From an optimization exercise on the open Yosys and OpenROAD flow, aimed at small area, a short achievable clock period and few clock cycles per item; shortcuts taken in it are not production practice. Function was checked by simulation only, so behaviour that the tests miss may differ from the original. Power is estimated from default activity; no workload was simulated.

run 1:
Design s8b_decoder, start of the top module:
module s8b_decoder (
    input  wire        clk,
    input  wire        rst,
    input  wire        in_valid,
    output wire        in_ready,
    input  wire [63:0] in_word,
    output wire        out_valid,
    input  wire        out_ready,
    output wire [31:0] out_data,
    output wire        out_last,
    output wire [5:0]  out_width,
    output wire        err
);
Size in the first run: roughly 470 cells after synthesis, ~110 I/O pins.
export LEC_CHECK = 0
export ABC_AREA = 1
export CAP_MARGIN = 20
export CORE_MARGIN = 2
export CORE_UTILIZATION = 55
export SETUP_SLACK_MARGIN = 4.35
export SLEW_MARGIN = 20
create_clock -name core_clock -period 7.5 [get_ports {clk}]
standard.sh (not shown) runs the stock make flow with config.mk's settings and CLKGATE_MAP_FILE= SYNTH_SCRIPT=/design/flow/synth_recipe.tcl, a recipe that flattens the netlist after the stock synthesis.
==> flow/flow/run.sh <==
#!/bin/bash
# Own layout flow: the standard ORFS flow with three changes.
#  1. Synthesis is the standard one (synth_recipe.tcl, same passes, same
#     registers); only the ABC script that maps the combinational logic to
#     cells is replaced by flow/abc.script (area-oriented mapping, after a time-limited deep AIG resynthesis, without the
#     buffering/upsizing passes of ORFS's script; timing is repaired later by
#     the standard flow as usual).
#     Yosys's full-adder extraction is skipped too (ADDER_MAP_FILE empty), so
#     ABC maps the adders along with the rest.
#  2. Port buffers are the smallest buffer (buf_1) instead of ORFS's default
#     pick; every port still gets its buffer, and repair upsizes them as needed.
#  3. flow/io.tcl (IO_CONSTRAINTS) places the out_ready and in_ready pins
#     next to each other; the pin placer places all pins as usual.
# Each step's full output goes to a log file in this folder (and ORFS's own
# logs under orfs/logs/).
set -euo pipefail
W=$(pwd)
rm -rf "$W/scripts_own"
cp -r "$FLOW_HOME/scripts" "$W/scripts_own"
cp "$W/flow/abc.script" "$W/scripts_own/abc_area.script"
cp "$W/flow/abc.script" "$W/scripts_own/abc_speed.script"
bash standard.sh SCRIPTS_DIR="$W/scripts_own" ADDER_MAP_FILE= synth > "$W/run_synth.log" 2>&1
bash standard.sh "BUFFER_PORTS_ARGS=-buffer_cell sky130_fd_sc_hd__buf_1" "IO_CONSTRAINTS=$W/flow/io.tcl" finish > "$W/run_layout.log" 2>&1
==> flow/flow/abc.script <==
strash
ifraig
dc2
strash
&get -n
&deepsyn -T 120
&put
strash
&get -n
&dch -f
&nf -R 1000
&put
==> flow/flow/io.tcl <==
# Keep out_ready and in_ready side by side on the die edge: the only path
# from an input port to an output port runs between them.
set_io_pin_constraint -group -order -pin_names {out_ready in_ready}
Run 1 completed; timing, DRC and antenna clean
Testbench counts of run 1, summed over its fixed seeds: cycles 25,005, items 24,576.
> inputs changed (run 1 -> run 2)
Settings: SETUP_SLACK_MARGIN: 4.35 -> 4.2; CORE_UTILIZATION: 55 -> 45.
--- a/flow/flow/run.sh
+++ b/flow/flow/run.sh
@@ -1,3 +1,3 @@
 #!/bin/bash
-# Own layout flow: the standard ORFS flow with three changes.
+# Own layout flow: the standard ORFS flow with two changes.
 #  1. Synthesis is the standard one (synth_recipe.tcl, same passes, same
@@ -11,4 +11,2 @@
 #     pick; every port still gets its buffer, and repair upsizes them as needed.
-#  3. flow/io.tcl (IO_CONSTRAINTS) places the out_ready and in_ready pins
-#     next to each other; the pin placer places all pins as usual.
 # Each step's full output goes to a log file in this folder (and ORFS's own
@@ -22,2 +20,2 @@
 bash standard.sh SCRIPTS_DIR="$W/scripts_own" ADDER_MAP_FILE= synth > "$W/run_synth.log" 2>&1
-bash standard.sh "BUFFER_PORTS_ARGS=-buffer_cell sky130_fd_sc_hd__buf_1" "IO_CONSTRAINTS=$W/flow/io.tcl" finish > "$W/run_layout.log" 2>&1
+bash standard.sh "BUFFER_PORTS_ARGS=-buffer_cell sky130_fd_sc_hd__buf_1" finish > "$W/run_layout.log" 2>&1
removed: flow/flow/io.tcl
Notes after the runs:
Number of vias per cell after detailed routing went down by a few percent going from run 1 to run 2.
Comparing clock network fraction of design power for run 1 and run 2, the smaller number came from run 1.
Compared run 2 vs run 1, and final cell utilization of the core is down in run 2.
Busiest layer in global routing = met2: run 1; busiest layer in global routing = met1: run 2
Taking run 2 over run 1, the global-route wire length before repair ratio works out to 1.10.
> inputs changed (run 2 -> run 3)
Settings: CTS_BUF_LIST now sky130_fd_sc_hd__clkbuf_16, previously not set; CORE_UTILIZATION now 65, was 45; CTS_CLUSTER_DIAMETER now 200, previously not set; CTS_CLUSTER_SIZE now 32, previously not set.
--- a/flow/flow/run.sh
+++ b/flow/flow/run.sh
@@ -4,3 +4,3 @@
 #     registers); only the ABC script that maps the combinational logic to
-#     cells is replaced by flow/abc.script (area-oriented mapping, after a time-limited deep AIG resynthesis, without the
+#     cells is replaced by flow/abc.script (area-oriented mapping without the
 #     buffering/upsizing passes of ORFS's script; timing is repaired later by
==> flow/flow/abc.script <==
strash
ifraig
dc2
dc2
strash
&get -n
&dch -f
&nf -R 1000
&put
topo
## What came out
Summary — placeable core area, run 3 relative to run 2: lower, by 2400 um^2. Cmp run 3 vs run 2: post-route cell area higher in run 3. Of run 3 and run 2, run 2 shows the lower relative max-transition margin, with run 3 above it. Compared with run 2, in run 3 synthesized area went up; setup slack lost 8.9 ps. Lower detailed-route wire length was reported by run 2, not run 3. The lower total chip power came out of run 3. | largest net degree at the start of global routing | higher: run 2 |. Run 3 vs run 2 — sequential share of cell area dropped 1.5 points. There was hardly any difference in clock-pin slew of the registers on the worst-case setup and hold paths between run 2 and run 3.
Setup changes, run 3 to run 4
Settings: CTS_BUF_LIST no longer set, was sky130_fd_sc_hd__clkbuf_16; CORE_UTILIZATION now 55, was 65; CTS_CLUSTER_SIZE no longer set, was 32; CTS_CLUSTER_DIAMETER no longer set, was 200.
--- a/flow/flow/run.sh
+++ b/flow/flow/run.sh
@@ -4,3 +4,3 @@
 #     registers); only the ABC script that maps the combinational logic to
-#     cells is replaced by flow/abc.script (area-oriented mapping without the
+#     cells is replaced by flow/abc.script (area-oriented mapping, after a time-limited deep AIG resynthesis, without the
 #     buffering/upsizing passes of ORFS's script; timing is repaired later by
==> flow/flow/abc.script <==
strash
ifraig
dc2
strash
&get -n
&deepsyn -T 120
&put
strash
&get -n
&dch -f
&nf -R 1000
&put
Notes after the runs:
The final layout from run 4, which completed every stage, passed the timing, design-rule and antenna checks at the end of the flow. Summary of the comparison: number of core rows is higher in run 4, relative to run 3. On combinational power, the higher figure sits with run 4, not run 3. Between run 4 and run 3, it is run 4 whose portion of total power attributed to combinational logic is higher, by 14 points. In run 4, the sequential share of layout area came out 1.7 points above the value in run 3. Compare run 4 and run 3 | growth of design area from synthesis to finish higher: run 3. Worst hold slack (higher): run 3. Run 4 vs. run 3: portion of the clock cycle consumed by the worst path in the final layout went down by 0.18 points. [run 4] sum of net half-perimeters after detailed placement fell 1.7% relative to run 3.
What run 5 does differently from run 4 at the input level:
--- a/flow/flow/run.sh
+++ b/flow/flow/run.sh
@@ -4,3 +4,3 @@
 #     registers); only the ABC script that maps the combinational logic to
-#     cells is replaced by flow/abc.script (area-oriented mapping, after a time-limited deep AIG resynthesis, without the
+#     cells is replaced by flow/abc.script (area-oriented mapping without the
 #     buffering/upsizing passes of ORFS's script; timing is repaired later by
==> flow/flow/abc.script <==
strash
ifraig
dc2
dc2
strash
&get -n
&dch -f
&nf -R 1000
&put
topo
Findings:
Per the comparison of run 5 with run 4, static power due to leakage has remained practically unchanged, net switching power has decreased, starting density of the core has decreased.
## Diff of input files: run 6 against run 5
--- a/flow/flow/run.sh
+++ b/flow/flow/run.sh
@@ -1,6 +1,6 @@
 #!/bin/bash
-# Own layout flow: the standard ORFS flow with two changes.
+# Own layout flow: the standard ORFS flow with three changes.
 #  1. Synthesis is the standard one (synth_recipe.tcl, same passes, same
 #     registers); only the ABC script that maps the combinational logic to
-#     cells is replaced by flow/abc.script (area-oriented mapping without the
+#     cells is replaced by flow/abc.script (area-oriented mapping, after a time-limited deep AIG resynthesis, without the
 #     buffering/upsizing passes of ORFS's script; timing is repaired later by
@@ -11,2 +11,4 @@
 #     pick; every port still gets its buffer, and repair upsizes them as needed.
+#  3. flow/io.tcl (IO_CONSTRAINTS) places the out_ready and in_ready pins
+#     next to each other; the pin placer places all pins as usual.
 # Each step's full output goes to a log file in this folder (and ORFS's own
@@ -20,2 +22,2 @@
 bash standard.sh SCRIPTS_DIR="$W/scripts_own" ADDER_MAP_FILE= synth > "$W/run_synth.log" 2>&1
-bash standard.sh "BUFFER_PORTS_ARGS=-buffer_cell sky130_fd_sc_hd__buf_1" finish > "$W/run_layout.log" 2>&1
+bash standard.sh "BUFFER_PORTS_ARGS=-buffer_cell sky130_fd_sc_hd__buf_1" "IO_CONSTRAINTS=$W/flow/io.tcl" finish > "$W/run_layout.log" 2>&1
==> flow/flow/abc.script <==
strash
ifraig
dc2
strash
&get -n
&deepsyn -T 120
&put
strash
&get -n
&dch -f
&nf -R 1000
&put
==> flow/flow/io.tcl (new file) <==
# Keep out_ready and in_ready side by side on the die edge: the only path
# from an input port to an output port runs between them.
set_io_pin_constraint -group -order -pin_names {out_ready in_ready}
### Flow results
Re clock network fraction of total power: run 6 is 9.1 points down on run 5. What run 5 reported for areal power density over the cells has to be multiplied by 1.2 to get the figure for run 6. [run 6] final cell count fell about 2.8% relative to run 5.

port drivers added, routing unchanged:
How much do the figures lean on ideal ports? The routed layouts below were timed once more, with nothing changed but the port constraints. Step 1: set_driving_cell puts a clkbuf_16 on clk and a buf_2 on each other input, an assumption about the parent block. Step 2, shift: input delay + t, output delay - t, t = (earliest + latest rising clock arrival at the registers) / 2. This alone moves slack from input paths to output paths. Slacks: ideal ports / drivers / drivers and shift; pairs: ideal ports / drivers.
| run | t (ns) | setup slack, ns | worst setup path after step 2 | worst register clock-pin slew, ns | cell pins on the clock port's net |
|---|---|---|---|---|---|
| run 1 | 0.389 | 4.123 / 4.089 / 4.013 | input to register | 0.08 / 0.08 | 1 |
| run 2 | 0.373 | 4.116 / 4.083 / 3.932 | input to register | 0.08 / 0.08 | 1 |
| run 3 | 0.374 | 4.108 / 4.075 / 3.881 | input to register | 0.06 / 0.06 | 1 |
| run 4 | 0.377 | 4.121 / 4.090 / 3.924 | input to register | 0.08 / 0.08 | 1 |
| run 5 | 0.384 | 4.093 / 4.042 / 3.795 | input to register | 0.08 / 0.08 | 1 |
| run 6 | 0.373 | 4.108 / 4.077 / 3.848 | input to register | 0.08 / 0.08 | 1 |
After both steps setup and hold are still met in every run listed. The setup slack of run 5, which loses most, moves by -0.051 ns with the drivers and by -0.298 ns with both steps.
